Source: an optimization exercise on an open RTL-to-GDS flow (aim: small area and few clock cycles). Production flows keep margins and buffers that such runs may drop. In this exercise RTL edits were held to simulation tests only and were not proved equivalent to the original. Power and IR drop assume default switching activity.

==> flow/design.v <==
module fe (
    input  wire        clk,
    input  wire        rst,           
    input  wire        op_valid,
    output wire        op_ready,
    input  wire [31:0] op_word,
    input  wire [7:0]  op_tlen,       
    input  wire        txt_valid,
    output wire        txt_ready,
    input  wire [7:0]  txt_data,
    output reg         res_valid,
    output reg  [3:0]  res_status,
    output reg  [15:0] res_data,
    output wire [15:0] flags,
    output wire [7:0]  cursor,
    output wire [7:0]  fend,
    input  wire [7:0]  rx_count,      
    input  wire [7:0]  rx_data,       
    output wire        rx_pop,
    input  wire        rx_tmo,        
    output wire        tx_valid,
    output wire [7:0]  tx_data,
    output wire        tx_log
);
    localparam [3:0] ST_OK        = 4'd0,
                     ST_OVERFLOW  = 4'd1,
                     ST_TIMEOUT   = 4'd3,
                     ST_MISMATCH  = 4'd4,
                     ST_LENEXC    = 4'd5,
                     ST_UNDERRUN  = 4'd6,
                     ST_INCOMPL   = 4'd7,
                     ST_ILLEGAL   = 4'd8,
                     ST_UNUSABLE  = 4'd9;
    localparam [1:0] M_IDLE = 2'd0, M_TX = 2'd1, M_RX = 2'd2;
    localparam [7:0] HDR_A = 8'h5A, HDR_B = 8'hA5;
    localparam [3:0] S_IDLE   = 4'd0,
                     S_TEXT   = 4'd1,
                     S_SEND   = 4'd2,
                     S_HUNT_A = 4'd3,
                     S_HUNT_B = 4'd4,
                     S_LEN    = 4'd5,
                     S_BWAIT  = 4'd6,
                     S_BODY   = 4'd7,
                     S_CHECK  = 4'd8;
    localparam [1:0] CHK_NONE = 2'd0, CHK_REG = 2'd1, CHK_RAM = 2'd2;
    reg [7:0]  ebank [0:127];   
    reg [7:0]  obank [0:126];   
    reg [7:0]  pos;
    reg [7:0]  fend_r;
    reg [1:0]  mode;
    reg        err;
    reg [3:0]  ecode;
    reg        req_valid;
    reg        req_kind;       
    reg [15:0] req_addr;
    reg [7:0]  req_cnt;
    reg [3:0]  state;
    reg [7:0]  idx;            
    reg [7:0]  tleft;          
    reg [7:0]  tkeep;          
    reg [3:0]  tstatus;        
    reg        slog;           
    reg [1:0]  rchk;
    reg [15:0] rchk_addr;
    reg [7:0]  rchk_cnt;
    wire busy = (state == S_HUNT_A) || (state == S_HUNT_B) || (state == S_LEN) ||
                (state == S_BWAIT) || (state == S_BODY) || (state == S_CHECK);
    assign op_ready  = (state == S_IDLE);
    assign flags     = {6'd0, busy, req_valid & req_kind, req_valid, ecode, err, mode};
    assign cursor    = pos;
    assign fend      = fend_r;
    wire [7:0]  opc = op_word[31:24];
    wire [15:0] opa = op_word[23:8];
    wire [7:0]  opb = op_word[7:0];
    wire is_reset    = (op_word == 32'h01000000);
    wire is_resetcmd = (opc == 8'h02) && (opa == 16'd0);
    wire is_app8     = ((opc == 8'h10) || (opc == 8'h14) || (opc == 8'h15)) && (opa == 16'd0);
    wire is_app16    = ((opc == 8'h11) || (opc == 8'h16)) && (opb == 8'd0);
    wire is_text_op  = (opc == 8'h12) || (opc == 8'h13);
    wire is_apptext  = (op_word == 32'h12000000);
    wire is_apptrunc = (opc == 8'h13) && (opa == 16'd0);
    wire is_send     = (opc == 8'h20) && (op_word[23:1] == 23'd0);
    wire is_avail    = (opc == 8'h21) && (opa == 16'd0);
    wire is_receive  = (op_word == 32'h22000000);
    wire is_ext8     = (op_word == 32'h30000000) || (op_word == 32'h33000000) ||
                       (op_word == 32'h34000000);
    wire is_ext16    = (op_word == 32'h31000000) || (op_word == 32'h32000000) ||
                       (op_word == 32'h35000000);
    wire is_wreg     = (opc == 8'h40) && (opa == 16'd0);
    wire is_rreg     = (opc == 8'h41) && (op_word[23:16] == 8'd0);
    wire is_rregresp = (opc == 8'h42) && (op_word[23:16] == 8'd0);
    wire is_rregmat  = (op_word == 32'h43000000);
    wire is_wram     = (opc == 8'h44) && (opb == 8'd0);
    wire is_rram     = (opc == 8'h45);
    wire is_rramresp = (opc == 8'h46);
    wire is_rrammat  = (op_word == 32'h47000000);
    wire is_wcurve   = (opc == 8'h48) && (opa == 16'd0);
    wire accept = op_valid && op_ready;
    wire idle_acc = (state == S_IDLE) && op_valid;
    wire [7:0] trun = is_apptrunc ? ((opb < op_tlen) ? opb : op_tlen) : op_tlen;
    wire app_mode_bad = (mode == M_RX);
    wire [8:0] app_end = {1'b0, pos} + (is_app16 ? 9'd2 : 9'd1);
    wire app_ok = !app_mode_bad && !err && !app_end[8];
    wire [8:0] txt_end = {1'b0, pos} + {1'b0, trun};
    wire txt_legal = (is_apptext || is_apptrunc) && !app_mode_bad;
    wire txt_ok = txt_legal && !err && !txt_end[8];
    wire [3:0] txt_st = !txt_legal ? ST_ILLEGAL : err ? ST_UNUSABLE :
                        txt_end[8] ? ST_OVERFLOW : ST_OK;
    wire [7:0] a      = (state == S_SEND) ? idx : pos;
    wire [7:0] e_addr = a[7:1] + {6'd0, a[0]};    
    wire [6:0] o_addr = a[7:1];                   
    wire [7:0] e_rd   = ebank[e_addr[6:0]];
    wire [7:0] o_rd   = obank[o_addr];
    wire [7:0] rd_a   = a[0] ? o_rd : e_rd;       
    wire [7:0] rd_a1  = a[0] ? e_rd : o_rd;       
    reg        w1, w2;
    reg  [7:0] wd0, wd1;
    always @(*) begin
        w1 = 1'b0; w2 = 1'b0; wd0 = opb; wd1 = opa[7:0];
        case (state)
        S_IDLE: if (op_valid) begin
            if (is_app8 && app_ok) begin w1 = 1'b1; wd0 = opb; end
            if (is_app16 && app_ok) begin w1 = 1'b1; w2 = 1'b1; wd0 = opa[15:8]; end
        end
        S_TEXT: if (txt_valid && tleft != 8'd0 && tkeep != 8'd0) begin w1 = 1'b1; wd0 = txt_data; end
        S_BODY: begin w1 = 1'b1; wd0 = rx_data; end
        default: ;
        endcase
    end
    wire       e_we = a[0] ? w2 : w1;
    wire       o_we = a[0] ? w1 : w2;
    wire [7:0] e_wd = a[0] ? wd1 : wd0;
    wire [7:0] o_wd = a[0] ? wd0 : wd1;
    wire bld_hdr = idle_acc && (is_resetcmd || is_wreg || is_wcurve || is_rreg || is_wram || is_rram);
    wire bld_4   = idle_acc && (is_wreg || is_wcurve || is_rreg || is_wram || is_rram);
    wire bld_5   = idle_acc && (is_rreg || is_wram || is_rram);
    wire bld_6   = idle_acc && is_rram;
    wire [7:0] bld_b3 = is_resetcmd ? opb :
                        is_wreg ? 8'h80 : is_rreg ? 8'h81 : is_wram ? 8'h82 :
                        is_rram ? 8'h83 : 8'h84;
    wire [7:0] bld_b4 = (is_wram || is_rram) ? opa[15:8] : opb;
    always @(posedge clk) begin
        if (e_we && e_addr[6:0] != 7'd1 && !e_addr[7]) ebank[e_addr[6:0]] <= e_wd;
        if (o_we && o_addr != 7'd127) obank[o_addr] <= o_wd;
        if (bld_hdr) begin
            ebank[0] <= HDR_A;
            obank[0] <= HDR_B;
            obank[1] <= bld_b3;
        end
        if (bld_4) ebank[2] <= bld_b4;
        if (bld_5) obank[2] <= op_word[15:8];
        if (bld_6) ebank[3] <= opb;
    end
    assign tx_valid = (state == S_SEND);
    assign tx_data  = (idx == 8'd2) ? pos - 8'd3 : rd_a;
    assign tx_log   = (state == S_SEND) && slog;
    assign txt_ready = (state == S_TEXT);
    wire   txt_take  = txt_valid && txt_ready;
    assign rx_pop = (rx_count != 8'd0) &&
                    ((state == S_HUNT_A) || (state == S_HUNT_B) || (state == S_LEN) ||
                     (state == S_BODY));
    wire chk_reg_ok = (fend_r >= 8'd6) && (obank[1] == 8'h81) &&
                      (ebank[2] == rchk_addr[7:0]) && (obank[2] == rchk_cnt) &&
                      ({1'b0, fend_r} >= 9'd6 + {1'b0, rchk_cnt});
    wire chk_ram_ok = (fend_r >= 8'd7) && (obank[1] == 8'h83) &&
                      ({ebank[2], obank[2]} == rchk_addr) && (ebank[3] == rchk_cnt) &&
                      ({2'b0, fend_r} >= 10'd7 + {1'b0, rchk_cnt, 1'b0});
    task automatic complete(input [3:0] st, input [15:0] d);
        begin
            res_valid  <= 1'b1;
            res_status <= st;
            res_data   <= (st == ST_OK) ? d : 16'd0;
        end
    endtask
    task automatic rx_start(input [1:0] chk, input [15:0] ad, input [7:0] c);
        begin
            mode      <= M_RX;
            err       <= 1'b0;
            ecode     <= 4'd0;
            pos       <= 8'd0;
            fend_r    <= 8'd0;
            rchk      <= chk;
            rchk_addr <= ad;
            rchk_cnt  <= c;
            state     <= S_HUNT_A;
        end
    endtask
    task automatic rx_fail(input [3:0] code);
        begin
            err    <= 1'b1;
            ecode  <= code;
            pos    <= 8'd0;
            fend_r <= 8'd0;
            state  <= S_IDLE;
            complete(code, 16'd0);
        end
    endtask
    task automatic rx_finish(input reg_ok, input ram_ok);
        begin
            state <= S_IDLE;
            pos   <= 8'd3;
            if (rchk == CHK_NONE) begin
                complete(ST_OK, 16'd0);
            end else if (rchk == CHK_REG ? reg_ok : ram_ok) begin
                pos <= (rchk == CHK_REG) ? 8'd6 : 8'd7;
                complete(ST_OK, 16'd0);
            end else begin
                err <= 1'b1; ecode <= ST_MISMATCH;
                complete(ST_MISMATCH, 16'd0);
            end
        end
    endtask
    always @(posedge clk) begin
        if (rst) begin
            pos        <= 8'd0;
            fend_r     <= 8'd0;
            mode       <= M_IDLE;
            err        <= 1'b0;
            ecode      <= 4'd0;
            req_valid  <= 1'b0;
            state      <= S_IDLE;
            res_valid  <= 1'b0;
            res_status <= ST_OK;
            res_data   <= 16'd0;
            slog       <= 1'b0;
        end else begin
            res_valid <= 1'b0;
            case (state)
            S_IDLE: if (accept) begin
                if (is_reset) begin
                    pos <= 8'd0; fend_r <= 8'd0; mode <= M_IDLE; err <= 1'b0; ecode <= 4'd0;
                    complete(ST_OK, 16'd0);
                end else if (is_resetcmd) begin
                    pos <= 8'd4; fend_r <= 8'd0; mode <= M_TX; err <= 1'b0; ecode <= 4'd0;
                    complete(ST_OK, 16'd0);
                end else if (is_app8 || is_app16) begin
                    if (app_mode_bad) complete(ST_ILLEGAL, 16'd0);
                    else if (err) complete(ST_UNUSABLE, 16'd0);
                    else begin
                        mode <= M_TX;
                        if (app_end[8]) begin
                            err <= 1'b1; ecode <= ST_OVERFLOW;
                            complete(ST_OVERFLOW, 16'd0);
                        end else begin
                            pos <= app_end[7:0];
                            complete(ST_OK, 16'd0);
                        end
                    end
                end else if (is_text_op) begin
                    if (txt_legal && !err) mode <= M_TX;
                    if (txt_legal && !err && txt_end[8]) begin
                        err <= 1'b1; ecode <= ST_OVERFLOW;
                    end
                    tstatus <= txt_st;
                    tleft   <= op_tlen;
                    tkeep   <= txt_ok ? trun : 8'd0;
                    state   <= S_TEXT;
                end else if (is_send) begin
                    if (mode != M_TX) complete(ST_ILLEGAL, 16'd0);
                    else if (err) complete(ST_UNUSABLE, 16'd0);
                    else if (pos < 8'd4) complete(ST_INCOMPL, 16'd0);
                    else begin
                        slog  <= op_word[0];
                        idx   <= 8'd0;
                        state <= S_SEND;
                    end
                end else if (is_avail) begin
                    complete(ST_OK, {15'd0, rx_count >= opb});
                end else if (is_ext8 || is_ext16) begin
                    if (mode != M_RX) complete(ST_ILLEGAL, 16'd0);
                    else if (err) complete(ST_UNUSABLE, 16'd0);
                    else if ({1'b0, pos} + (is_ext16 ? 9'd2 : 9'd1) > {1'b0, fend_r}) begin
                        err <= 1'b1; ecode <= ST_UNDERRUN;
                        complete(ST_UNDERRUN, 16'd0);
                    end else if (is_ext16) begin
                        pos <= pos + 8'd2;
                        complete(ST_OK, {rd_a, rd_a1});
                    end else begin
                        pos <= pos + 8'd1;
                        complete(ST_OK, {8'd0, rd_a});
                    end
                end else if (is_wreg || is_wcurve) begin
                    pos <= 8'd5; fend_r <= 8'd0; mode <= M_TX; err <= 1'b0; ecode <= 4'd0;
                    complete(ST_OK, 16'd0);
                end else if (is_rreg) begin
                    pos <= 8'd6; fend_r <= 8'd0; mode <= M_TX; err <= 1'b0; ecode <= 4'd0;
                    req_valid <= 1'b1; req_kind <= 1'b0;
                    req_addr <= {8'd0, opb}; req_cnt <= op_word[15:8];
                    complete(ST_OK, 16'd0);
                end else if (is_wram) begin
                    pos <= 8'd6; fend_r <= 8'd0; mode <= M_TX; err <= 1'b0; ecode <= 4'd0;
                    complete(ST_OK, 16'd0);
                end else if (is_rram) begin
                    pos <= 8'd7; fend_r <= 8'd0; mode <= M_TX; err <= 1'b0; ecode <= 4'd0;
                    req_valid <= 1'b1; req_kind <= 1'b1;
                    req_addr <= opa; req_cnt <= opb;
                    complete(ST_OK, 16'd0);
                end else if (is_receive) begin
                    rx_start(CHK_NONE, 16'd0, 8'd0);
                end else if (is_rregresp) begin
                    rx_start(CHK_REG, {8'd0, opb}, op_word[15:8]);
                end else if (is_rramresp) begin
                    rx_start(CHK_RAM, opa, opb);
                end else if (is_rregmat) begin
                    if (!req_valid || req_kind) complete(ST_ILLEGAL, 16'd0);
                    else rx_start(CHK_REG, req_addr, req_cnt);
                end else if (is_rrammat) begin
                    if (!req_valid || !req_kind) complete(ST_ILLEGAL, 16'd0);
                    else rx_start(CHK_RAM, req_addr, req_cnt);
                end else begin
                    complete(ST_ILLEGAL, 16'd0);
                end
            end
            S_TEXT: begin
                if (tleft == 8'd0) begin
                    state <= S_IDLE;
                    complete(tstatus, 16'd0);
                end else if (txt_take) begin
                    if (tkeep != 8'd0) begin
                        pos   <= pos + 8'd1;
                        tkeep <= tkeep - 8'd1;
                    end
                    tleft <= tleft - 8'd1;
                end
            end
            S_SEND: begin
                idx <= idx + 8'd1;
                if (idx + 8'd1 == pos) begin
                    state <= S_IDLE;
                    complete(ST_OK, 16'd0);
                end
            end
            S_HUNT_A: if (rx_count != 8'd0) begin
                if (rx_data == HDR_A) state <= S_HUNT_B;
            end
            S_HUNT_B: if (rx_count != 8'd0) begin
                if (rx_data == HDR_B) state <= S_LEN;
                else if (rx_data != HDR_A) state <= S_HUNT_A;
            end
            S_LEN: begin
                if (rx_count != 8'd0) begin
                    if (rx_data > 8'd252) rx_fail(ST_LENEXC);
                    else begin
                        fend_r <= rx_data + 8'd3;
                        pos    <= 8'd3;
                        state  <= S_BWAIT;
                    end
                end else if (rx_tmo) begin
                    rx_fail(ST_TIMEOUT);
                end
            end
            S_BWAIT: begin
                if ({1'b0, rx_count} + 9'd3 >= {1'b0, fend_r}) begin
                    state <= (fend_r == 8'd3) ? S_CHECK : S_BODY;
                end else if (rx_tmo) begin
                    rx_fail(ST_TIMEOUT);
                end
            end
            S_BODY: begin
                pos <= pos + 8'd1;
                if (pos + 8'd1 == fend_r) state <= S_CHECK;
            end
            S_CHECK: rx_finish(chk_reg_ok, chk_ram_ok);
            default: state <= S_IDLE;
            endcase
        end
    end
endmodule
==> flow/run.sh <==
#!/bin/bash
# synth_recipe.tcl (not shown) runs the flow's synth.tcl, then flattens the netlist and writes it again
# the make line also repeats each setting of config.mk as NAME=value (left out here)
make -C /OpenROAD-flow-scripts/flow DESIGN_CONFIG=/design/flow/config.mk WORK_HOME=/design/flow/orfs CLKGATE_MAP_FILE= SYNTH_SCRIPT=/design/flow/synth_recipe.tcl finish
==> flow/config.mk <==
export PLATFORM = sky130hd
export DESIGN_NAME = fe
export DESIGN_NICKNAME = fe
export VERILOG_FILES = /design/flow/design.v
export SDC_FILE = /design/flow/constraint.sdc
export NUM_CORES = 4
export LEC_CHECK = 0
export CAP_MARGIN = 20
export CELL_PAD_IN_SITES_DETAIL_PLACEMENT = 2
export CELL_PAD_IN_SITES_GLOBAL_PLACEMENT = 2
export CORE_MARGIN = 2
export CORE_UTILIZATION = 25
export PLACE_DENSITY = 0.35
export SLEW_MARGIN = 20
==> flow/constraint.sdc <==
create_clock -name core_clock -period 10.0 [get_ports {clk}]
set_input_delay 2.0000 -clock core_clock [delete_from_list [all_inputs] [get_ports {clk}]]
set_output_delay 2.0000 -clock core_clock [all_outputs]
set_load 0.01 [all_outputs]
==> impl_metrics.env, run 1 <==
export IMPL_core_sq_um=358000
export IMPL_synthArstFlopShare=0
export IMPL_die_h_um=603
export IMPL_synth_cell_area_sq_um=89700
export IMPL_rsz0062_at_grt="no"
export IMPL_tightest_slew_ps=1170
export IMPL_antenna_found_initial=44
export IMPL_power_density_nw_per_um2=296
export IMPL_fin_setup_tns_ps=0
export IMPL_drtIter0Drc=5057
export IMPL_critPathArrivalTime_ps=7830
export IMPL_crit_fanout=50
export IMPL_slew_violations=0
export IMPL_drc=0
export IMPL_post_drt_wl_per_cell_um=36.8
export IMPL_htreeDepth=5
export IMPL_fmax_ghz=0.102
export IMPL_grt_pass1_wl_um=583000
export IMPL_synth_compound_area_frac=0.117
export IMPL_worstSetupPathType="flop to primary output"
export IMPL_die_w_um=603
export IMPL_synth_simple_area_share=0.0784
export IMPL_outcome="complete, no violations"
export IMPL_utilization=0.305
export IMPL_clock_skew_final_ps=54.6
export IMPL_clk_latency_ps=930
export IMPL_hold_slack_ps=451
export IMPL_hold_viol_final=0
export IMPL_dp_hpwl_um=288000
export IMPL_rrSetupSlack_ps=3560
export IMPL_postRouteAntennaNets=0
export IMPL_die_area_sq_um=364000
export IMPL_synth_edf_count=2109
export IMPL_worstSetupEndpointType="primary output"
export IMPL_cts_sinks=2175
export IMPL_layout_area_overhead_vs_synth_pct=21.7
export IMPL_seq_area_frac_synth=0.720
export IMPL_routabilityCongestion=0.781
export IMPL_synthXorXnorAreaFrac=0.0130
export IMPL_slew_headroom=0.211
export IMPL_finalCriticalPeriod_ps=9830
export IMPL_grt_total_usage=0.233
export IMPL_cts_buffer_depth=4
export IMPL_synthCells=6189
export IMPL_met2_wirelength_um=201000
export IMPL_grt_max_degree=129
export IMPL_synth_distinct_cells=92
export IMPL_yosysWarnings=1
export IMPL_synth_seq_cells=2175
export IMPL_clockRootBuffer="clkbuf_16"
export IMPL_core_rowCount=220
export IMPL_synth_top_family_by_area="compound AO/OA/AOI/OAI gates"
export IMPL_overflow=0
export IMPL_dr_pass1_iters=9
export IMPL_pin_count=135
export IMPL_vias_per_cell=5.12
export IMPL_wl_um=431000
export IMPL_crit_path_start_kind="flop"
export IMPL_synthMuxAreaShare=0.0376
export IMPL_synthAdderAreaFrac=0.0109
export IMPL_worstPathRequired_ps=8000
export IMPL_min_path_type="flop to flop"
export IMPL_synth_flop_cell="edfxtp_1"
export IMPL_first_global_vias=63024
export IMPL_initial_core_util=0.251
export IMPL_ir_worst_vdd_uv=207
export IMPL_post_route_period_util=0.983
export IMPL_setup_viol=0
export IMPL_io_buffers=128
export IMPL_fin_nets=6853
export IMPL_cts_tree="done"
export IMPL_vias=59955
export IMPL_fin_total_pwr_w=0.0323
export IMPL_p_leak_nw=34.8
export IMPL_drive_gt1_frac=0.161
export IMPL_maxCapViolCount=0
export IMPL_path_clk_slew_ps=60
export IMPL_synth_area_per_cell_sq_um=14.5
export IMPL_cts_made_buffers=280
export IMPL_m1WireLength_um=207000
export IMPL_highest_layer="met4"
export IMPL_wl_met3_um=17000
## report_power, final
| part | switching, W | internal (W) |
|---|---|---|
| sequential | 0.0000696 | 0.0116 |
| clock | 0.00413 | 0.00576 |
| combinational | 0.00798 | 0.00281 |
## through the flow
step	area, sq um	cells	setup WS [ps]
finish	109000	11701	170
detailed placement	100000	11172	409
CTS	109000	11684	7.71
global placement	100000	11170	-495
floorplan	89800	6210	868
global route	109000	11692	20.0
## cells in the final DEF, fill, tap and decap left out, types with 82 or more instances in the layout
cell type / n
a21oi_1: 265
a221oi_1: 82
a22oi_1: 426
buf_4: 455
clkbuf_16: 292
clkdlybuf4s50_1: 127
edfxtp_1: 2109
mux2i_1: 151
nand2_1: 532
nand3_1: 137
nor2_1: 478
o21ai_0: 152
## repair_timing
item	4_1_cts	5_1_grt
resized for setup	9	5
buffers inserted	19	4
setup endpoints to repair	6	6
pin swaps	5	2
gates cloned	0	0
hold buffers	0	0
## flip-flops by register name (all words and copies together), names as in the netlist, 2 cells and up
| signal | flops |
|---|---|
| res_status | 4 |
| res_data | 16 |
| rchk | 2 |
| state | 4 |
| req_addr | 16 |
| fend_r | 8 |
| tleft | 8 |
| rchk_addr | 16 |
| ebank | 1024 |
| tkeep | 8 |
| idx | 8 |
| mode | 2 |
| pos | 8 |
| obank | 1024 |
| ecode | 4 |
| rchk_cnt | 8 |
| req_cnt | 8 |
| tstatus | 2 |
## cells in the mapped netlist, types with 29 or more instances
cell type,instances,area (sq um)
buf_2,71,355
nand2b_1,32,200
clkbuf_1,284,1070
buf_1,43,161
a222oi_1,60,601
nor3_1,71,355
a211oi_1,31,233
mux2i_1,166,1660
ha_1,75,938
edfxtp_1,2109,63300
mux4_2,50,1130
nor4_1,44,275
mux2_2,49,552
o21ai_0,161,806
a22o_1,56,490
a31oi_1,82,513
xor2_1,40,350
and3_1,59,369
a22oi_1,427,3210
nor2_1,506,1900
a21oi_1,276,1380
nand4_1,53,332
nand2_1,533,2000
xnor2_1,80,701
nand3_1,137,686
dfxtp_1,66,1320
o211ai_1,29,218
a221oi_1,82,718
inv_1,69,259
o22ai_1,59,369
## worst max-delay path: stages (launching register included)
cell             delay [ps]
dfxtp_1                 560
or4b_4                  610
buf_4                   380
mux2_8                  630
buf_12                  290
a221oi_1                630
a31oi_1                 520
nor4_2                  800
nand3_1                 280
or4_1                   830
mux2i_1                 510
o21ai_0                 180
clkdlybuf4s50_1         620
## area by class of cell
cell class	count	area [sq um]
inverter	74	290
antenna	10	25.0
sequential	2175	64700
timing repair buffer	629	5590
tap	4773	5970
clock inverter	128	1110
multi-input combinational	3547	24000
fill	36947	249000
clock buffer	365	7600
## final timing paths
check,start,endpoint,cells after the start
worst min register to register,ecode[3],ecode[3],2
worst min-delay path,ecode[3],ecode[3],2
worst max register to register,state[1],ebank[94][0],14
worst max-delay path,state[1],tx_data[1],12
## kinds of logic after synthesis
family,Yosys count
DFF,2175
and+or+nand+nor,1561
AOI/OAI and AO/OA,1495
buffers and inverters,488
muxes,267
xor gates and xnor gates,125
adders and majority gates,77
other,1
## layer usage
metal | GRT usage | vias up
met5 | 0 | -
met4 | 0.0343 | 0
met3 | 0.0265 | 340
met2 | 0.377 | 1374
met1 | 0.339 | 32722
li1 | - | 25519
Testbench counts, summed over its fixed seeds: cycles 87,303.
==> inputs of run 2 (changes only) <==
--- a/flow/design.v
+++ b/flow/design.v
@@ -1,3 +1,12 @@
+module fe_rd2 (
+    input  wire d0,
+    input  wire s0n,
+    input  wire d1,
+    input  wire s1n,
+    output wire y
+);
+    assign y = ~((d0 | s0n) & (d1 | s1n));
+endmodule
 module fe (
     input  wire        clk,
     input  wire        rst,           
@@ -55,14 +64,17 @@
     reg [15:0] req_addr;
     reg [7:0]  req_cnt;
     reg [3:0]  state;
-    reg [7:0]  idx;            
-    reg [7:0]  tleft;          
-    reg [7:0]  tkeep;          
-    reg [3:0]  tstatus;        
-    reg        slog;           
-    reg [1:0]  rchk;
-    reg [15:0] rchk_addr;
-    reg [7:0]  rchk_cnt;
+    reg [7:0]  idx;
+    reg [7:0]  sa;
+    reg [7:0]  sb;
+    reg [1:0]  sm;
+    wire [7:0] tleft    = idx;
+    wire [7:0] tkeep    = sa;
+    wire [3:0] tstatus  = {sm[1], 2'b00, sm[0]};    
+    wire       slog     = sm[0];
+    wire [1:0] rchk     = sm;
+    wire [15:0] rchk_addr = {sb, sa};
+    wire [7:0] rchk_cnt = idx;
     wire busy = (state == S_HUNT_A) || (state == S_HUNT_B) || (state == S_LEN) ||
                 (state == S_BWAIT) || (state == S_BODY) || (state == S_CHECK);
     assign op_ready  = (state == S_IDLE);
@@ -106,11 +118,30 @@
     wire txt_ok = txt_legal && !err && !txt_end[8];
     wire [3:0] txt_st = !txt_legal ? ST_ILLEGAL : err ? ST_UNUSABLE :
                         txt_end[8] ? ST_OVERFLOW : ST_OK;
-    wire [7:0] a      = (state == S_SEND) ? idx : pos;
+    wire [1:0] txt_code = {txt_st[3], txt_st[0]};
+    wire [7:0] a      = pos;
     wire [7:0] e_addr = a[7:1] + {6'd0, a[0]};    
     wire [6:0] o_addr = a[7:1];                   
-    wire [7:0] e_rd   = ebank[e_addr[6:0]];
-    wire [7:0] o_rd   = obank[o_addr];
+    wire [127:0] esel, osel;
+    genvar gk, gb;
+    generate for (gk = 0; gk < 128; gk = gk + 1) begin : g_sel
+        assign esel[gk] = (e_addr == gk) && (gk != 1);
+        assign osel[gk] = (o_addr == gk) && (gk != 127);
+    end endgenerate
+    wire [7:0] e_rd, o_rd;
+    generate for (gb = 0; gb < 8; gb = gb + 1) begin : g_rd
+        wire [62:0] ey, oy;
+        for (gk = 0; gk < 63; gk = gk + 1) begin : g_leaf
+            localparam integer E0 = (gk == 0) ? 0 : 2 * gk + 1;
+            localparam integer E1 = (gk == 0) ? 2 : 2 * gk + 2;
+            fe_rd2 ue (.d0(ebank[E0][gb]), .s0n(~esel[E0]), .d1(ebank[E1][gb]), .s1n(~esel[E1]),
+                       .y(ey[gk]));
+            fe_rd2 uo (.d0(obank[2 * gk][gb]), .s0n(~osel[2 * gk]),
+                       .d1(obank[2 * gk + 1][gb]), .s1n(~osel[2 * gk + 1]), .y(oy[gk]));
+        end
+        assign e_rd[gb] = ~(|ey) & (ebank[127][gb] | ~esel[127]);
+        assign o_rd[gb] = ~(|oy) & (obank[126][gb] | ~osel[126]);
+    end endgenerate
     wire [7:0] rd_a   = a[0] ? o_rd : e_rd;       
     wire [7:0] rd_a1  = a[0] ? e_rd : o_rd;       
     reg        w1, w2;
@@ -139,20 +170,41 @@
                         is_wreg ? 8'h80 : is_rreg ? 8'h81 : is_wram ? 8'h82 :
                         is_rram ? 8'h83 : 8'h84;
     wire [7:0] bld_b4 = (is_wram || is_rram) ? opa[15:8] : opb;
-    always @(posedge clk) begin
-        if (e_we && e_addr[6:0] != 7'd1 && !e_addr[7]) ebank[e_addr[6:0]] <= e_wd;
-        if (o_we && o_addr != 7'd127) obank[o_addr] <= o_wd;
-        if (bld_hdr) begin
-            ebank[0] <= HDR_A;
-            obank[0] <= HDR_B;
-            obank[1] <= bld_b3;
+    generate for (gk = 0; gk < 128; gk = gk + 1) begin : g_wr
+        if (gk == 0) begin : g_e0
+            always @(posedge clk) begin
+                if (bld_hdr) begin ebank[0] <= HDR_A; obank[0] <= HDR_B; end
+                else begin
+                    if (e_we && esel[0]) ebank[0] <= e_wd;
+                    if (o_we && osel[0]) obank[0] <= o_wd;
+                end
+            end
+        end else if (gk == 1) begin : g_e1
+            always @(posedge clk)
+                if (bld_hdr) obank[1] <= bld_b3;
+                else if (o_we && osel[1]) obank[1] <= o_wd;
+        end else if (gk == 2) begin : g_e2
+            always @(posedge clk) begin
+                if (bld_4) ebank[2] <= bld_b4;
+                else if (e_we && esel[2]) ebank[2] <= e_wd;
+                if (bld_5) obank[2] <= op_word[15:8];
+                else if (o_we && osel[2]) obank[2] <= o_wd;
+            end
+        end else if (gk == 3) begin : g_e3
+            always @(posedge clk) begin
+                if (bld_6) ebank[3] <= opb;
+                else if (e_we && esel[3]) ebank[3] <= e_wd;
+                if (o_we && osel[3]) obank[3] <= o_wd;
+            end
+        end else begin : g_n
+            always @(posedge clk) begin
+                if (e_we && esel[gk]) ebank[gk] <= e_wd;
+                if (gk != 127 && o_we && osel[gk]) obank[gk] <= o_wd;
+            end
         end
-        if (bld_4) ebank[2] <= bld_b4;
-        if (bld_5) obank[2] <= op_word[15:8];
-        if (bld_6) ebank[3] <= opb;
-    end
+    end endgenerate
     assign tx_valid = (state == S_SEND);
-    assign tx_data  = (idx == 8'd2) ? pos - 8'd3 : rd_a;
+    assign tx_data  = (pos == 8'd2) ? idx - 8'd3 : rd_a;
     assign tx_log   = (state == S_SEND) && slog;
     assign txt_ready = (state == S_TEXT);
     wire   txt_take  = txt_valid && txt_ready;
@@ -179,9 +231,9 @@
             ecode     <= 4'd0;
             pos       <= 8'd0;
             fend_r    <= 8'd0;
-            rchk      <= chk;
-            rchk_addr <= ad;
-            rchk_cnt  <= c;
+            sm        <= chk;
+            {sb, sa}  <= ad;
+            idx       <= c;
             state     <= S_HUNT_A;
         end
     endtask
@@ -222,7 +274,6 @@
             res_valid  <= 1'b0;
             res_status <= ST_OK;
             res_data   <= 16'd0;
-            slog       <= 1'b0;
         end else begin
             res_valid <= 1'b0;
             case (state)
@@ -251,17 +302,18 @@
                     if (txt_legal && !err && txt_end[8]) begin
                         err <= 1'b1; ecode <= ST_OVERFLOW;
                     end
-                    tstatus <= txt_st;
-                    tleft   <= op_tlen;
-                    tkeep   <= txt_ok ? trun : 8'd0;
+                    sm      <= txt_code;
+                    idx     <= op_tlen;
+                    sa      <= txt_ok ? trun : 8'd0;
                     state   <= S_TEXT;
                 end else if (is_send) begin
                     if (mode != M_TX) complete(ST_ILLEGAL, 16'd0);
                     else if (err) complete(ST_UNUSABLE, 16'd0);
                     else if (pos < 8'd4) complete(ST_INCOMPL, 16'd0);
                     else begin
-                        slog  <= op_word[0];
-                        idx   <= 8'd0;
+                        sm    <= {1'b0, op_word[0]};
+                        idx   <= pos;
+                        pos   <= 8'd0;
                         state <= S_SEND;
                     end
                 end else if (is_avail) begin
@@ -317,15 +369,15 @@
                     complete(tstatus, 16'd0);
                 end else if (txt_take) begin
                     if (tkeep != 8'd0) begin
-                        pos   <= pos + 8'd1;
-                        tkeep <= tkeep - 8'd1;
+                        pos <= pos + 8'd1;
+                        sa  <= tkeep - 8'd1;
                     end
-                    tleft <= tleft - 8'd1;
+                    idx <= tleft - 8'd1;
                 end
             end
             S_SEND: begin
-                idx <= idx + 8'd1;
-                if (idx + 8'd1 == pos) begin
+                pos <= pos + 8'd1;
+                if (pos + 8'd1 == idx) begin
                     state <= S_IDLE;
                     complete(ST_OK, 16'd0);
                 end
--- a/flow/config.mk
+++ b/flow/config.mk
@@ -9,6 +9,11 @@
 export CELL_PAD_IN_SITES_DETAIL_PLACEMENT = 2
 export CELL_PAD_IN_SITES_GLOBAL_PLACEMENT = 2
 export CORE_MARGIN = 2
-export CORE_UTILIZATION = 25
-export PLACE_DENSITY = 0.35
+export CORE_UTILIZATION = 50
+export CTS_BUF_LIST = sky130_fd_sc_hd__clkbuf_8 sky130_fd_sc_hd__clkbuf_4
+export CTS_CLUSTER_DIAMETER = 100
+export CTS_CLUSTER_SIZE = 30
+export PLACE_DENSITY = 0.6
 export SLEW_MARGIN = 20
+export SYNTH_HIERARCHICAL = 1
+export SYNTH_MINIMUM_KEEP_SIZE = 0
==> run 2 against run 1 <==
The flow now stops in detailed placement. Synthesized area is 6.9% lower. Synthesized cell count down 9.4%.
==> impl_metrics.env, run 2 <==
export IMPL_outcome="did not finish"
export IMPL_die_w_um=413
export IMPL_routabilityCongestion=0.927
export IMPL_dp_hpwl_um=270000
export IMPL_core_rowCount=150
export IMPL_synth_flop_cell="edfxtp_1"
export IMPL_initial_core_util=0.502
export IMPL_pin_count=135
export IMPL_synth_cell_area_sq_um=83500
export IMPL_synth_seq_cells=2132
export IMPL_yosysWarnings=11
export IMPL_seq_area_frac_synth=0.759
export IMPL_synthCells=5608
export IMPL_synth_edf_count=2067
export IMPL_synth_distinct_cells=81
export IMPL_synth_top_area_frac=0.743
export IMPL_synthTopCellsByCount="edfxtp_1, o22ai_1, nand2_1"
export IMPL_io_buffers=128
export IMPL_die_h_um=413
export IMPL_synthArstFlopShare=0
export IMPL_synth_area_per_cell_sq_um=14.9
export IMPL_stop_stage="detailed placement"
export IMPL_synth_area_leaders="edfxtp_1, o22ai_1, nand2_1, nor4_1, nor2_1"
export IMPL_yosysMostFrequentCell="edfxtp_1"
export IMPL_synth_top_cell_by_area="edfxtp_1"
export IMPL_tool_error="[ERROR DPL-0033] detailed placement checks failed during check placement."
## run 2: cell families after synthesis
kind of cell,synth area share
other cells,0.0000449
mux,0.00957
fa+ha+maj,0.0123
simple gates,0.0866
xor+xnor,0.0117
buf+inv,0.0117
flops,0.759
compound gates,0.110
## run 2: power by group through the flow
| stage | clock, W | combinational [W] | sequential [W] |
|---|---|---|---|
| 2_1_floorplan | 0 | 0.000547 | 0.0103 |
| 3_3_place_gp | 0 | 0.00126 | 0.0103 |
## run 2: worst max path at each step
stage	startpoint	cells past startpoint	endpoint	slack (ps)
floorplan	op_word[1]	16	ebank[100][1]	3030
global placement	op_word[1]	14	obank[62][6]	980
## run 2: metrics by stage
stage / setup slack [ps] / hold WS [ps] / cell area, sq um / total power, W
3_3_place_gp: 982 / 439 / 88100 / 0.0115
2_1_floorplan: 3030 / 432 / 83600 / 0.0108
## run 2: modules after synthesis, one instance, submodules excluded
module | cells | flip-flops and latches
fe_rd2 | 1 | 0
fe | 4600 | 2132
Testbench counts of run 2, summed over its fixed seeds: cycles 87,303.
==> inputs of run 3 (changes only) <==
==> flow/config.mk (replaced) <==
export PLATFORM = sky130hd
export DESIGN_NAME = fe
export DESIGN_NICKNAME = fe
export VERILOG_FILES = /design/flow/design.v
export SDC_FILE = /design/flow/constraint.sdc
export NUM_CORES = 4
export LEC_CHECK = 0
export CAP_MARGIN = 20
export CELL_PAD_IN_SITES_DETAIL_PLACEMENT = 1
export CELL_PAD_IN_SITES_GLOBAL_PLACEMENT = 1
export CORE_MARGIN = 2
export CORE_UTILIZATION = 60
export CTS_BUF_LIST = sky130_fd_sc_hd__clkbuf_16 sky130_fd_sc_hd__clkbuf_8
export CTS_CLUSTER_DIAMETER = 60
export CTS_CLUSTER_SIZE = 18
export PLACE_DENSITY = 0.68
export SLEW_MARGIN = 20
export SYNTH_HIERARCHICAL = 1
export SYNTH_MINIMUM_KEEP_SIZE = 0
==> run 3 against run 2 <==
The run now finishes clean. Synthesized cell count unchanged. Synthesized area unchanged.
==> impl_metrics.env, run 3 <==
export IMPL_outcome="complete, no violations"
export IMPL_fin_nets=5968
export IMPL_grt_total_usage=0.394
export IMPL_synthArstFlopShare=0
export IMPL_cts_resized=0
export IMPL_fin_setup_tns_ps=0
export IMPL_io_buffers=128
export IMPL_reg_largest_list="ebank: 1016 flops, obank: 1016 flops"
export IMPL_dp_hpwl_um=190000
export IMPL_p_leak_nw=28.7
export IMPL_die_h_um=377
export IMPL_rrSetupSlack_ps=3860
export IMPL_cts_buffer_depth=3
export IMPL_vias_per_cell=7.41
export IMPL_post_drt_wl_per_cell_um=36.6
export IMPL_worstSetupEndpointType="primary output"
export IMPL_utilization=0.667
export IMPL_antenna_found_initial=14
export IMPL_cts_tree="done"
export IMPL_slew_violations=0
export IMPL_synth_distinct_cells=81
export IMPL_yosysMostFrequentCell="edfxtp_1"
export IMPL_crit_chain="buf_4, inv_1, ha_1, buf_4, nand2b_1, nor2_1, buf_4, nand2_1, o22ai_1, nor4_1, nand4_1, nor4_1, o21ai_0, mux2i_1, nor2_1, a21oi_1, clkdlybuf4s50_1"
export IMPL_core_sq_um=138000
export IMPL_htreeDepth=4
export IMPL_synth_area_leaders="edfxtp_1, o22ai_1, nand2_1, nor4_1, nor2_1"
export IMPL_postRouteAntennaNets=0
export IMPL_setup_viol=0
export IMPL_seq_area_frac_synth=0.759
export IMPL_finalCriticalPeriod_ps=9400
export IMPL_synth_flop_cell="edfxtp_1"
export IMPL_overflow=0
export IMPL_drc=0
export IMPL_grt_pass1_wl_um=402000
export IMPL_fmax_ghz=0.106
export IMPL_hold_viol_final=0
export IMPL_cts_setup_buffers=0
export IMPL_drive_gt1_frac=0.0654
export IMPL_r2r_end="res_data[0]"
export IMPL_post_route_period_util=0.940
export IMPL_slowest_stage="nor4_1"
export IMPL_final_cells=7679
export IMPL_worst_hold_path_endpoint="ebank[0][0]"
export IMPL_final_cell_mix="edfxtp_1, o22ai_1, nand2_1"
export IMPL_synthCells=5608
export IMPL_synth_cell_area_sq_um=83500
export IMPL_critPathArrivalTime_ps=7400
export IMPL_pin_count=135
export IMPL_die_w_um=377
export IMPL_tightest_slew_ps=1230
export IMPL_timing_critical_path_buf_inv=5
export IMPL_min_path_type="flop to flop"
export IMPL_initial_core_util=0.606
export IMPL_first_global_vias=56572
export IMPL_power_density_nw_per_um2=189
export IMPL_drtIter0Drc=8411
export IMPL_final_common_cell="edfxtp_1"
export IMPL_crit_path_start_kind="flop"
export IMPL_layout_area_overhead_vs_synth_pct=9.99
export IMPL_path_clk_slew_ps=80
export IMPL_placed_area_sq_um=87300
export IMPL_cp_common_cell="buf_4"
export IMPL_clk_latency_ps=820
export IMPL_dp_cells=7456
export IMPL_synthTopCellsByCount="edfxtp_1, o22ai_1, nand2_1"
export IMPL_slew_headroom=0.171
export IMPL_critPathMaxStageDelay_ps=1030
export IMPL_holdCritStartpoint="ebank[0][0]"
export IMPL_dr_pass1_iters=9
export IMPL_vias=56882
export IMPL_synth_seq_cells=2132
export IMPL_timing_final_ws_setup_ps=602
export IMPL_cts_hold_buf=0
export IMPL_maxCapViolCount=0
export IMPL_synth_area_per_cell_sq_um=14.9
export IMPL_worstSetupPathType="flop to primary output"
export IMPL_synth_top_area_frac=0.743
export IMPL_die_area_sq_um=142000
export IMPL_clockRootBuffer="clkbuf_16"
export IMPL_reg2reg_from="pos[2]"
export IMPL_worstPathRequired_ps=8000
export IMPL_grt_max_degree=102
export IMPL_ir_worst_vdd_uv=186
export IMPL_cts_made_buffers=152
export IMPL_clock_skew_final_ps=54.2
export IMPL_crit_fanout=27
export IMPL_core_rowCount=136
export IMPL_routabilityCongestion=0.968
export IMPL_whs_path_depth=2
export IMPL_final_cell_area_sq_um=91900
export IMPL_crit_family="simple AND/OR/NAND/NOR gates"
export IMPL_pre_cts_ws_ps=1300
export IMPL_wl_um=281000
export IMPL_synth_edf_count=2067
export IMPL_cts_sinks=2132
export IMPL_r2r_cells=14
export IMPL_synth_top_cell_by_area="edfxtp_1"
export IMPL_yosysWarnings=11
export IMPL_rsz0062_at_grt="no"
## run 3: cell counts after synthesis
Identical to the previous run, type by type.
## run 3: how the worst max path moves through the flow
stage,start,slack [ps],endpoint,cells after the start
2_1_floorplan,op_word[1],3030,ebank[100][1],16
3_3_place_gp,op_word[24],1370,ebank[23][2],15
3_5_place_dp,op_word[24],1300,ebank[21][7],15
4_1_cts,pos[1],800,tx_data[7],16
5_1_grt,pos[1],450,tx_data[7],17
6_report,pos[0],600,tx_data[7],17
## run 3: worst reg2reg max path: stages (launching register included)
cell and delay (ps):
dfxtp_1 360, buf_4 240, inv_1 200, ha_1 380, and3_1 560, nand2_1 460
o22ai_1 160, nor4_1 950, nand4_1 320, nor4_1 890, o21ai_0 500, mux2_2 500
o21ai_0 200, nand4_1 170, a21oi_1 190
## run 3: layout make-up
class                      count  area [sq um]
antenna                        1          2.50
clock buffer                 160          3960
timing repair buffer         228          2030
fill                       12252         45900
sequential                  2132         63400
tap                         1794          2240
clock inverter                60           629
inverter                      71           294
multi-input combinational   3233         19400
## run 3: stage by stage
stage	hold slack (ps)	power, W
final	471	0.0174
after global placement	438	0.0114
after CTS	471	0.0174
after detailed placement	456	0.0115
after floorplan	432	0.0108
after global routing	484	0.0177
## run 3: Yosys stat by module, one instance, submodules excluded
module,copies in the design,cells
fe_rd2,1008,1
fe,1,4600
## run 3: cells by family (layout without fill, tap and decap cells)
group | count (synthesis) | in the layout | synth area share
xor+xnor | 110 | 110 | 0.0117
mux | 76 | 76 | 0.00957
fa+ha+maj | 81 | 81 | 0.0123
other cells | 1 | 7 | 0.0000449
compound gates | 1448 | 1448 | 0.110
simple gates | 1512 | 1512 | 0.0866
buf+inv | 248 | 519 | 0.0117
flops | 2132 | 2132 | 0.759
## run 3: report_power, final
group | switching (W) | internal (W)
Sequential | 0.0000416 | 0.0100
Clock | 0.00303 | 0.00305
Combinational | 0.000935 | 0.000286
## run 3: metal layers
metal	GRT usage	vias to the layer above	share of wire	wire, um
met5	0	-	0.00025	69
met4	0.172	10	0.050	14200
met3	0.0890	816	0.12	32900
met2	0.609	3998	0.46	129000
met1	0.542	28894	0.37	105000
li1	-	23164	-	-
==> inputs of run 4 (changes only) <==
--- a/flow/config.mk
+++ b/flow/config.mk
@@ -11,8 +11,8 @@
 export CORE_MARGIN = 2
 export CORE_UTILIZATION = 60
 export CTS_BUF_LIST = sky130_fd_sc_hd__clkbuf_16 sky130_fd_sc_hd__clkbuf_8
-export CTS_CLUSTER_DIAMETER = 60
-export CTS_CLUSTER_SIZE = 18
+export CTS_CLUSTER_DIAMETER = 100
+export CTS_CLUSTER_SIZE = 26
 export PLACE_DENSITY = 0.68
 export SLEW_MARGIN = 20
 export SYNTH_HIERARCHICAL = 1
==> run 4 against run 3 <==
Still clean on timing, DRC and antenna. Global-route usage is 1.1 points lower. Clock power down 27%. Sequential power about the same. Routed wire length shrank 2.3%. Critical endpoint unchanged. Largest cell class unchanged. Highest routed layer unchanged.
==> impl_metrics.env, run 4 <==
export IMPL_outcome="complete, no violations"
export IMPL_synth_simple_area_share=0.0866
export IMPL_hold_viol_final=0
export IMPL_synth_distinct_cells=81
export IMPL_synth_flop_cell="edfxtp_1"
export IMPL_slew_headroom=0.190
export IMPL_vias_per_cell=7.39
export IMPL_synthMuxAreaShare=0.00957
export IMPL_critPathArrivalTime_ps=7280
export IMPL_fin_setup_tns_ps=0
export IMPL_maxCapViolCount=0
export IMPL_p_leak_nw=27.8
export IMPL_first_global_vias=55433
export IMPL_cts_resized=0
export IMPL_dr_pass1_iters=8
export IMPL_core_sq_um=138000
export IMPL_die_h_um=377
export IMPL_crit_fanout=27
export IMPL_synth_cell_area_sq_um=83500
export IMPL_yosysWarnings=11
export IMPL_layout_area_overhead_vs_synth_pct=7.71
export IMPL_min_path_type="flop to flop"
export IMPL_clockRootBuffer="clkbuf_16"
export IMPL_whs_path_depth=2
export IMPL_dp_hpwl_um=190000
export IMPL_seqPwrFrac=0.640
export IMPL_path_clk_slew_ps=110
export IMPL_yosysMostFrequentCell="edfxtp_1"
export IMPL_p_comb_frac=0.077
export IMPL_fillers=12364
export IMPL_dp_cells=7456
export IMPL_cts_buffer_depth=3
export IMPL_antenna_found_initial=12
export IMPL_synthArstFlopShare=0
export IMPL_worstSetupPathType="flop to primary output"
export IMPL_core_rowCount=136
export IMPL_htreeDepth=3
export IMPL_synth_top_cell_by_area="edfxtp_1"
export IMPL_overflow=0
export IMPL_worstSetupEndpointType="primary output"
export IMPL_post_route_period_util=0.928
export IMPL_drtIter0Drc=7991
export IMPL_tightest_slew_ps=1210
export IMPL_r2r_cells=13
export IMPL_drc=0
export IMPL_postRouteAntennaNets=0
export IMPL_pin_count=135
export IMPL_synth_top_family_by_area="compound AO/OA/AOI/OAI gates"
export IMPL_cts_sinks=2132
export IMPL_fmax_ghz=0.108
export IMPL_finalCriticalPeriod_ps=9280
export IMPL_p_int_w=0.0121
export IMPL_met1_usage=0.537
export IMPL_setup_viol=0
export IMPL_grt_max_degree=102
export IMPL_die_area_sq_um=142000
export IMPL_synth_seq_cells=2132
export IMPL_clock_skew_final_ps=57.4
export IMPL_p_sw_w=0.00366
export IMPL_power_density_nw_per_um2=175
export IMPL_fin_nets=5909
export IMPL_synth_compound_area_frac=0.110
export IMPL_cts_setup_buffers=0
export IMPL_grt_busiest_layer="met2"
export IMPL_grt_pass1_wl_um=392000
export IMPL_synthAdderAreaFrac=0.0123
export IMPL_synth_area_leaders="edfxtp_1, o22ai_1, nand2_1, nor4_1, nor2_1"
export IMPL_wl_um=275000
export IMPL_cts_made_buffers=94
export IMPL_rsz0062_at_grt="no"
export IMPL_switching_share=0.233
export IMPL_synth_top_area_frac=0.743
export IMPL_synth_area_per_cell_sq_um=14.9
export IMPL_use_met2=0.594
export IMPL_p_clk_frac=0.283
export IMPL_final_cell_mix="edfxtp_1, o22ai_1, nand2_1"
export IMPL_reg_largest_list="ebank: 1016 flops, obank: 1016 flops"
export IMPL_synthXorXnorAreaFrac=0.0117
export IMPL_cts_hold_buf=0
export IMPL_clk_latency_ps=790
export IMPL_ir_worst_vdd_uv=169
export IMPL_seq_area_frac_synth=0.759
export IMPL_synthCells=5608
export IMPL_initial_core_util=0.606
export IMPL_crit_path_start_kind="flop"
export IMPL_cts_tree="done"
export IMPL_routabilityCongestion=0.968
export IMPL_slew_violations=0
export IMPL_vias=56069
export IMPL_worstPathRequired_ps=8000
export IMPL_synth_edf_count=2067
export IMPL_drive_gt1_frac=0.0513
export IMPL_final_common_cell="edfxtp_1"
export IMPL_gr_usage_met3=0.0764
export IMPL_die_w_um=377
export IMPL_io_buffers=128
export IMPL_grt_total_usage=0.383
export IMPL_final_cells=7587
export IMPL_synthTopCellsByCount="edfxtp_1, o22ai_1, nand2_1"
export IMPL_post_drt_wl_per_cell_um=36.2
## run 4: changes by cell type in the layout (fill, tap and decap cells not counted), moves of 3 or more
| cell | delta |
|---|---|
| inv_8 | -3 |
| clkbuf_8 | -4 |
| clkinvlp_4 | -6 |
| bufinv_16 | -7 |
| clkinv_1 | -9 |
| clkinv_16 | +3 |
| inv_1 | +4 |
| clkinv_8 | -5 |
| inv_6 | -5 |
| clkbuf_16 | -61 |
| diode_2 | +3 |
| clkinv_2 | -3 |
## run 4: path summary, 6_finish.rpt
kind / slack [ps] / to / start
hold reg to reg: 470 / ebank[0][7] / ebank[0][7]
hold / removal: 470 / ebank[0][7] / ebank[0][7]
setup reg to reg: 3850 / res_data[0] / pos[1]
setup / recovery: 720 / tx_data[7] / pos[0]
## run 4: cell families (layout without fill, tap and decap cells)
| group | after synthesis | in the layout |
|---|---|---|
| XOR/XNOR | 110 | 110 |
| flip-flops | 2132 | 2132 |
| adder cells (fa/ha/maj) | 81 | 81 |
| other | 1 | 10 |
| AND/OR/NAND/NOR | 1512 | 1512 |
| multiplexers | 76 | 76 |
| buffers and inverters | 248 | 424 |
| AO/OA/AOI/OAI | 1448 | 1448 |
## run 4: power by group through the flow
stage                     clock [W]  combinational (W)  sequential, W
final                       0.00445            0.00122         0.0101
after global routing        0.00468            0.00126         0.0101
after CTS                   0.00445            0.00118         0.0101
after detailed placement          0            0.00117         0.0103
after global placement            0            0.00113         0.0103
after floorplan                   0           0.000547         0.0103
## run 4: Yosys stat by module, one instance, submodules excluded
module | copies in the design | area, sq um | flip-flops and latches
fe_rd2 | 1008 | 6.26 | 0
fe | 1 | 77200 | 2132
## run 4: worst max-delay path: stages, from the launching register on
cell	delay, ps
dfxtp_1	350
buf_4	380
inv_1	120
ha_1	500
buf_4	290
nand2b_1	170
nor2_1	90
buf_4	240
nand2_1	280
o22ai_1	210
nor4_1	780
nand4_1	410
nor4_1	950
o21ai_0	420
mux2i_1	470
nor2_1	90
a21oi_1	170
clkdlybuf4s50_1	570
## run 4: layout make-up
cell class	instances	area, sq um	share of cell area
Sequential cell	2132	63400	0.704
Multi-Input combinational cell	3233	19400	0.215
Clock buffer	95	2380	0.0264
Tap cell	1794	2240	0.0249
Timing Repair Buffer	227	2030	0.0225
Clock inverter	31	294	0.00327
Inverter	71	292	0.00324
Antenna cell	4	10.0	0.000111
## run 4: per-layer routing
metal  wire length (um)  up-vias
met4              13200        6
met2             126000     3832
met3              31400      692
met5                 31        -
li1                   -    22968
met1             104000    28571
## run 4: per-stage QoR
step / instance area [sq um] / hold slack, ps / worst slack [ps] / utilization / power (W)
CTS: 89900 / 474 / 846 / 0.652 / 0.0157
detailed placement: 87300 / 456 / 1300 / 0.633 / 0.0115
finish: 90000 / 472 / 718 / 0.653 / 0.0157
global route: 90000 / 490 / 574 / 0.653 / 0.0160
floorplan: 83600 / 432 / 3030 / - / 0.0108
global placement: 87200 / 438 / 1370 / 0.633 / 0.0114
==> inputs of run 5 (changes only) <==
--- a/flow/design.v
+++ b/flow/design.v
@@ -61,8 +61,7 @@
     reg [3:0]  ecode;
     reg        req_valid;
     reg        req_kind;       
-    reg [15:0] req_addr;
-    reg [7:0]  req_cnt;
+    reg [7:0]  req_b4, req_b5, req_b6;
     reg [3:0]  state;
     reg [7:0]  idx;
     reg [7:0]  sa;
@@ -73,8 +72,6 @@
     wire [3:0] tstatus  = {sm[1], 2'b00, sm[0]};    
     wire       slog     = sm[0];
     wire [1:0] rchk     = sm;
-    wire [15:0] rchk_addr = {sb, sa};
-    wire [7:0] rchk_cnt = idx;
     wire busy = (state == S_HUNT_A) || (state == S_HUNT_B) || (state == S_LEN) ||
                 (state == S_BWAIT) || (state == S_BODY) || (state == S_CHECK);
     assign op_ready  = (state == S_IDLE);
@@ -169,7 +166,7 @@
     wire [7:0] bld_b3 = is_resetcmd ? opb :
                         is_wreg ? 8'h80 : is_rreg ? 8'h81 : is_wram ? 8'h82 :
                         is_rram ? 8'h83 : 8'h84;
-    wire [7:0] bld_b4 = (is_wram || is_rram) ? opa[15:8] : opb;
+    wire [7:0] bld_b4 = (is_wram || is_rram || is_rramresp) ? opa[15:8] : opb;
     generate for (gk = 0; gk < 128; gk = gk + 1) begin : g_wr
         if (gk == 0) begin : g_e0
             always @(posedge clk) begin
@@ -211,12 +208,11 @@
     assign rx_pop = (rx_count != 8'd0) &&
                     ((state == S_HUNT_A) || (state == S_HUNT_B) || (state == S_LEN) ||
                      (state == S_BODY));
-    wire chk_reg_ok = (fend_r >= 8'd6) && (obank[1] == 8'h81) &&
-                      (ebank[2] == rchk_addr[7:0]) && (obank[2] == rchk_cnt) &&
-                      ({1'b0, fend_r} >= 9'd6 + {1'b0, rchk_cnt});
-    wire chk_ram_ok = (fend_r >= 8'd7) && (obank[1] == 8'h83) &&
-                      ({ebank[2], obank[2]} == rchk_addr) && (ebank[3] == rchk_cnt) &&
-                      ({2'b0, fend_r} >= 10'd7 + {1'b0, rchk_cnt, 1'b0});
+    wire       chk_ram  = rchk[1];
+    wire [9:0] chk_need = chk_ram ? {1'b0, idx, 1'b0} + 10'd7 : {2'b0, sa} + 10'd6;
+    wire chk_ok = (obank[1] == {6'b100000, chk_ram, 1'b1}) &&
+                  (ebank[2] == sb) && (obank[2] == sa) && (!chk_ram || ebank[3] == idx) &&
+                  ({2'b0, fend_r} >= chk_need);
     task automatic complete(input [3:0] st, input [15:0] d);
         begin
             res_valid  <= 1'b1;
@@ -224,7 +220,7 @@
             res_data   <= (st == ST_OK) ? d : 16'd0;
         end
     endtask
-    task automatic rx_start(input [1:0] chk, input [15:0] ad, input [7:0] c);
+    task automatic rx_start(input [1:0] chk, input [7:0] e4, input [7:0] e5, input [7:0] e6);
         begin
             mode      <= M_RX;
             err       <= 1'b0;
@@ -232,8 +228,9 @@
             pos       <= 8'd0;
             fend_r    <= 8'd0;
             sm        <= chk;
-            {sb, sa}  <= ad;
-            idx       <= c;
+            sb        <= e4;
+            sa        <= e5;
+            idx       <= e6;
             state     <= S_HUNT_A;
         end
     endtask
@@ -247,13 +244,13 @@
             complete(code, 16'd0);
         end
     endtask
-    task automatic rx_finish(input reg_ok, input ram_ok);
+    task automatic rx_finish(input ok);
         begin
             state <= S_IDLE;
             pos   <= 8'd3;
             if (rchk == CHK_NONE) begin
                 complete(ST_OK, 16'd0);
-            end else if (rchk == CHK_REG ? reg_ok : ram_ok) begin
+            end else if (ok) begin
                 pos <= (rchk == CHK_REG) ? 8'd6 : 8'd7;
                 complete(ST_OK, 16'd0);
             end else begin
@@ -337,7 +334,7 @@
                 end else if (is_rreg) begin
                     pos <= 8'd6; fend_r <= 8'd0; mode <= M_TX; err <= 1'b0; ecode <= 4'd0;
                     req_valid <= 1'b1; req_kind <= 1'b0;
-                    req_addr <= {8'd0, opb}; req_cnt <= op_word[15:8];
+                    req_b4 <= bld_b4; req_b5 <= op_word[15:8]; req_b6 <= opb;
                     complete(ST_OK, 16'd0);
                 end else if (is_wram) begin
                     pos <= 8'd6; fend_r <= 8'd0; mode <= M_TX; err <= 1'b0; ecode <= 4'd0;
@@ -345,20 +342,20 @@
                 end else if (is_rram) begin
                     pos <= 8'd7; fend_r <= 8'd0; mode <= M_TX; err <= 1'b0; ecode <= 4'd0;
                     req_valid <= 1'b1; req_kind <= 1'b1;
-                    req_addr <= opa; req_cnt <= opb;
+                    req_b4 <= bld_b4; req_b5 <= op_word[15:8]; req_b6 <= opb;
                     complete(ST_OK, 16'd0);
                 end else if (is_receive) begin
-                    rx_start(CHK_NONE, 16'd0, 8'd0);
+                    rx_start(CHK_NONE, bld_b4, op_word[15:8], opb);
                 end else if (is_rregresp) begin
-                    rx_start(CHK_REG, {8'd0, opb}, op_word[15:8]);
+                    rx_start(CHK_REG, bld_b4, op_word[15:8], opb);
                 end else if (is_rramresp) begin
-                    rx_start(CHK_RAM, opa, opb);
+                    rx_start(CHK_RAM, bld_b4, op_word[15:8], opb);
                 end else if (is_rregmat) begin
                     if (!req_valid || req_kind) complete(ST_ILLEGAL, 16'd0);
-                    else rx_start(CHK_REG, req_addr, req_cnt);
+                    else rx_start(CHK_REG, req_b4, req_b5, req_b6);
                 end else if (is_rrammat) begin
                     if (!req_valid || !req_kind) complete(ST_ILLEGAL, 16'd0);
-                    else rx_start(CHK_RAM, req_addr, req_cnt);
+                    else rx_start(CHK_RAM, req_b4, req_b5, req_b6);
                 end else begin
                     complete(ST_ILLEGAL, 16'd0);
                 end
@@ -412,7 +409,7 @@
                 pos <= pos + 8'd1;
                 if (pos + 8'd1 == fend_r) state <= S_CHECK;
             end
-            S_CHECK: rx_finish(chk_reg_ok, chk_ram_ok);
+            S_CHECK: rx_finish(chk_ok);
             default: state <= S_IDLE;
             endcase
         end
--- a/flow/config.mk
+++ b/flow/config.mk
@@ -13,6 +13,7 @@
 export CTS_BUF_LIST = sky130_fd_sc_hd__clkbuf_16 sky130_fd_sc_hd__clkbuf_8
 export CTS_CLUSTER_DIAMETER = 100
 export CTS_CLUSTER_SIZE = 26
+export GPL_TIMING_DRIVEN = 0
 export PLACE_DENSITY = 0.68
 export SLEW_MARGIN = 20
 export SYNTH_HIERARCHICAL = 1
==> run 5 against run 4 <==
Now fails the layout checks on negative setup slack. Register-to-register slack worse by 680 ps. Total power is 25% higher. Setup slack worse by 870 ps. Sequential share of layout area is 1.5 points lower. Largest cell class unchanged. Highest routed layer unchanged. Global-route usage is 2.4 points higher. Cell count is 1.8% higher. Core utilization is 1.5 points higher. Routed wire length is 5.9% higher.
==> impl_metrics.env, run 5 <==
export IMPL_outcome="failed layout checks"
export IMPL_failed_checks="negative setup slack"
export IMPL_grt_busiest_layer="met2"
export IMPL_cts_buffer_depth=3
export IMPL_multi_input_area_sq_um=19600
export IMPL_cts_tree="done"
export IMPL_p_int_w=0.0137
export IMPL_core_rowCount=136
export IMPL_core_sq_um=138000
export IMPL_first_global_vias=56902
export IMPL_timing_final_ws_setup_ps=-151
export IMPL_synth_distinct_cells=96
export IMPL_synth_cell_area_sq_um=83400
export IMPL_setup_viol=5
export IMPL_p_comb_frac=0.223
export IMPL_initial_core_util=0.606
export IMPL_utilization=0.668
export IMPL_worstPathRequired_ps=8000
export IMPL_tightest_slew_ps=1360
export IMPL_synth_top_area_frac=0.744
export IMPL_post_drt_wl_per_cell_um=37.7
export IMPL_vias=57516
export IMPL_overflow=0
export IMPL_seq_area_sq_um=63400
export IMPL_min_path_type="flop to flop"
export IMPL_seqPwrFrac=0.549
export IMPL_use_met2=0.627
export IMPL_slew_violations=0
export IMPL_ir_worst_vdd_uv=218
export IMPL_rrSetupSlack_ps=3170
export IMPL_cts_sinks=2132
export IMPL_maxCapViolCount=0
export IMPL_gr_usage_met3=0.101
export IMPL_routabilityCongestion=1.01
export IMPL_seq_area_frac_synth=0.760
export IMPL_rsz0062_at_grt="yes"
export IMPL_crit_chain="clkbuf_2, clkbuf_4, clkinv_2, clkbuf_2, ha_4, clkbuf_2, nand2_1, nor2_2, buf_6, nand2_1, o22ai_1, nor4_1, nand4_1, nor4_2, o21ai_0, mux2i_2, mux2_2, clkdlybuf4s50_1"
export IMPL_layout_area_overhead_vs_synth_pct=10.2
export IMPL_crit_family="buffers and inverters"
export IMPL_slowest_stage="nor4_1"
export IMPL_wl_um=291000
export IMPL_synth_area_leaders="edfxtp_1, o22ai_1, nor4_1, nand2_1, nor2_1"
export IMPL_drtIter0Drc=8715
export IMPL_reg_largest_list="ebank: 1016 flops, obank: 1016 flops, res_data: 16 flops"
export IMPL_grt_total_usage=0.407
export IMPL_die_w_um=377
export IMPL_p_leak_nw=28.5
export IMPL_critPathArrivalTime_ps=8150
export IMPL_finalCriticalPeriod_ps=10150
export IMPL_final_common_cell="edfxtp_1"
export IMPL_synthArstFlopShare=0
export IMPL_die_h_um=377
export IMPL_synth_flop_cell="edfxtp_1"
export IMPL_vias_per_cell=7.45
export IMPL_synth_top_cell_by_area="edfxtp_1"
export IMPL_power_density_nw_per_um2=214
export IMPL_synthTopCellsByCount="edfxtp_1, o22ai_1, nand2_1"
export IMPL_p_clk_frac=0.228
export IMPL_critPathMaxStageDelay_ps=770
export IMPL_drc=0
export IMPL_die_area_sq_um=142000
export IMPL_p_sw_w=0.00594
export IMPL_synthCells=5517
export IMPL_htreeDepth=3
export IMPL_switching_share=0.302
export IMPL_io_buffers=124
export IMPL_synth_edf_count=2067
export IMPL_cts_hold_buf=0
export IMPL_dr_pass1_iters=6
export IMPL_fillers=12215
export IMPL_hold_viol_final=0
export IMPL_timing_critical_path_buf_inv=7
export IMPL_fmax_ghz=0.0985
export IMPL_hold_slack_ps=435
export IMPL_dp_hpwl_um=210000
export IMPL_yosysMostFrequentCell="edfxtp_1"
export IMPL_drive_gt1_frac=0.0765
export IMPL_worstSetupEndpointType="primary output"
export IMPL_cts_made_buffers=94
export IMPL_clk_latency_ps=790
export IMPL_cp_common_cell="clkbuf_2"
export IMPL_clock_skew_final_ps=57.2
export IMPL_fin_total_pwr_w=0.0197
export IMPL_fin_nets=6023
export IMPL_crit_fanout=11
export IMPL_cp_startpoint="pos[0]"
export IMPL_slew_headroom=0.0807
export IMPL_crit_path_start_kind="flop"
export IMPL_reg2reg_from="pos[0]"
export IMPL_final_cell_mix="edfxtp_1, o22ai_1, nand2_1"
export IMPL_clockRootBuffer="clkbuf_16"
export IMPL_synth_seq_cells=2132
export IMPL_pin_count=135
export IMPL_yosysWarnings=11
export IMPL_antenna_found_initial=9
export IMPL_grt_pass1_wl_um=410000
export IMPL_postRouteAntennaNets=0
export IMPL_fin_setup_tns_ps=-513
export IMPL_post_route_period_util=1.02
export IMPL_path_clk_slew_ps=100
export IMPL_grt_max_degree=85
export IMPL_holdCritStartpoint="ecode[3]"
export IMPL_pre_cts_ws_ps=-1470
export IMPL_synth_area_per_cell_sq_um=15.1
export IMPL_met1_usage=0.558
export IMPL_worstSetupPathType="flop to primary output"
## run 5: power groups by stage
stage	logic (W)	registers (W)	clock network [W]
CTS	0.00416	0.0108	0.00446
floorplan	0.00165	0.0113	0
finish	0.00439	0.0108	0.00449
global placement	0.00336	0.0117	0
global route	0.00445	0.0108	0.00468
detailed placement	0.00408	0.0110	0
## run 5: worst min-delay path: stages (launching register included)
cell and delay (ps):
dfxtp_1 320, inv_1 50, a311oi_1 30
## run 5: kinds of logic (layout without fill, tap and decap cells)
| family | Yosys count | after routing | share of synthesized area |
|---|---|---|---|
| AOI/OAI and AO/OA | 1405 | 1405 | 0.108 |
| xor gates and xnor gates | 101 | 101 | 0.0111 |
| adders and majority gates | 69 | 69 | 0.0105 |
| buffers and inverters | 238 | 640 | 0.0119 |
| DFF | 2132 | 2132 | 0.760 |
| muxes | 87 | 87 | 0.0109 |
| other | 1 | 9 | 0.0000449 |
| and+or+nand+nor | 1484 | 1484 | 0.0878 |
## run 5: final cells by class
| cell class | instances | share of cell area |
|---|---|---|
| Inverter | 70 | 0.00293 |
| Clock inverter | 40 | 0.00342 |
| Antenna cell | 3 | 0.0000816 |
| Multi-Input combinational cell | 3152 | 0.214 |
| Timing Repair Buffer | 268 | 0.0325 |
| Sequential cell | 2132 | 0.689 |
| Clock buffer | 95 | 0.0259 |
| Buffer | 167 | 0.00800 |
| Tap cell | 1794 | 0.0244 |
## run 5: per-stage QoR
| step | instances | instance area (sq um) |
|---|---|---|
| floorplan | 5522 | 83400 |
| global placement | 7440 | 86900 |
| detailed placement | 7581 | 89000 |
| CTS | 7715 | 91800 |
| global route | 7718 | 91900 |
| finish | 7721 | 91900 |
## run 5: Yosys stat by module, one instance, submodules excluded
module,copies in the design,flops+latches
fe,1,2132
fe_rd2,1008,0
## run 5: what timing repair did
item,in CTS,in global routing
pin swaps,0,5
gates cloned,0,0
buffers inserted,0,2
endpoints found under the setup margin,8,8
gates resized for setup,27,13
## run 5: worst paths after layout
| kind | endpoint | cells after the start |
|---|---|---|
| max | tx_data[6] | 18 |
| min | ecode[3] | 2 |
| max reg2reg | res_data[8] | 16 |
| min reg2reg | ecode[3] | 2 |
## run 5: layer usage
metal	part of all wire	vias to the layer above
met2	0.45	4208
met5	0.00014	-
met4	0.052	6
met3	0.12	777
li1	-	23197
met1	0.37	29328
Testbench counts of run 5, summed over its fixed seeds: cycles 87,303.

[re-timing with driven ports]
Ports are ideal in the flow. The routed layouts listed here were re-timed in OpenROAD. Step 1: set_driving_cell puts a clkbuf_16 on clk and a buf_2 on each other input, an assumption about the parent block. Step 2, shift: input delay + t, output delay - t, t = (earliest + latest rising clock arrival at the registers) / 2. This alone moves slack from input paths to output paths. Slacks: ideal / step 1 / step 2; pairs: ideal / step 1.
run	t, ns	slack for setup (ns)	worst setup path after step 2	latest minus earliest clock arrival (ns)	slew at the worst register clock pin (ns)
run 1	1.001	0.170 / 0.070 / 1.071	register to output	0.059 / 0.058	0.06 / 0.06
run 3	0.878	0.602 / 0.519 / 1.033	input to register	0.054 / 0.054	0.08 / 0.08
run 4	0.847	0.718 / 0.635 / 1.098	input to register	0.061 / 0.061	0.11 / 0.11
run 5	0.837	-0.151 / -0.230 / 0.234	input to register	0.058 / 0.057	0.11 / 0.11
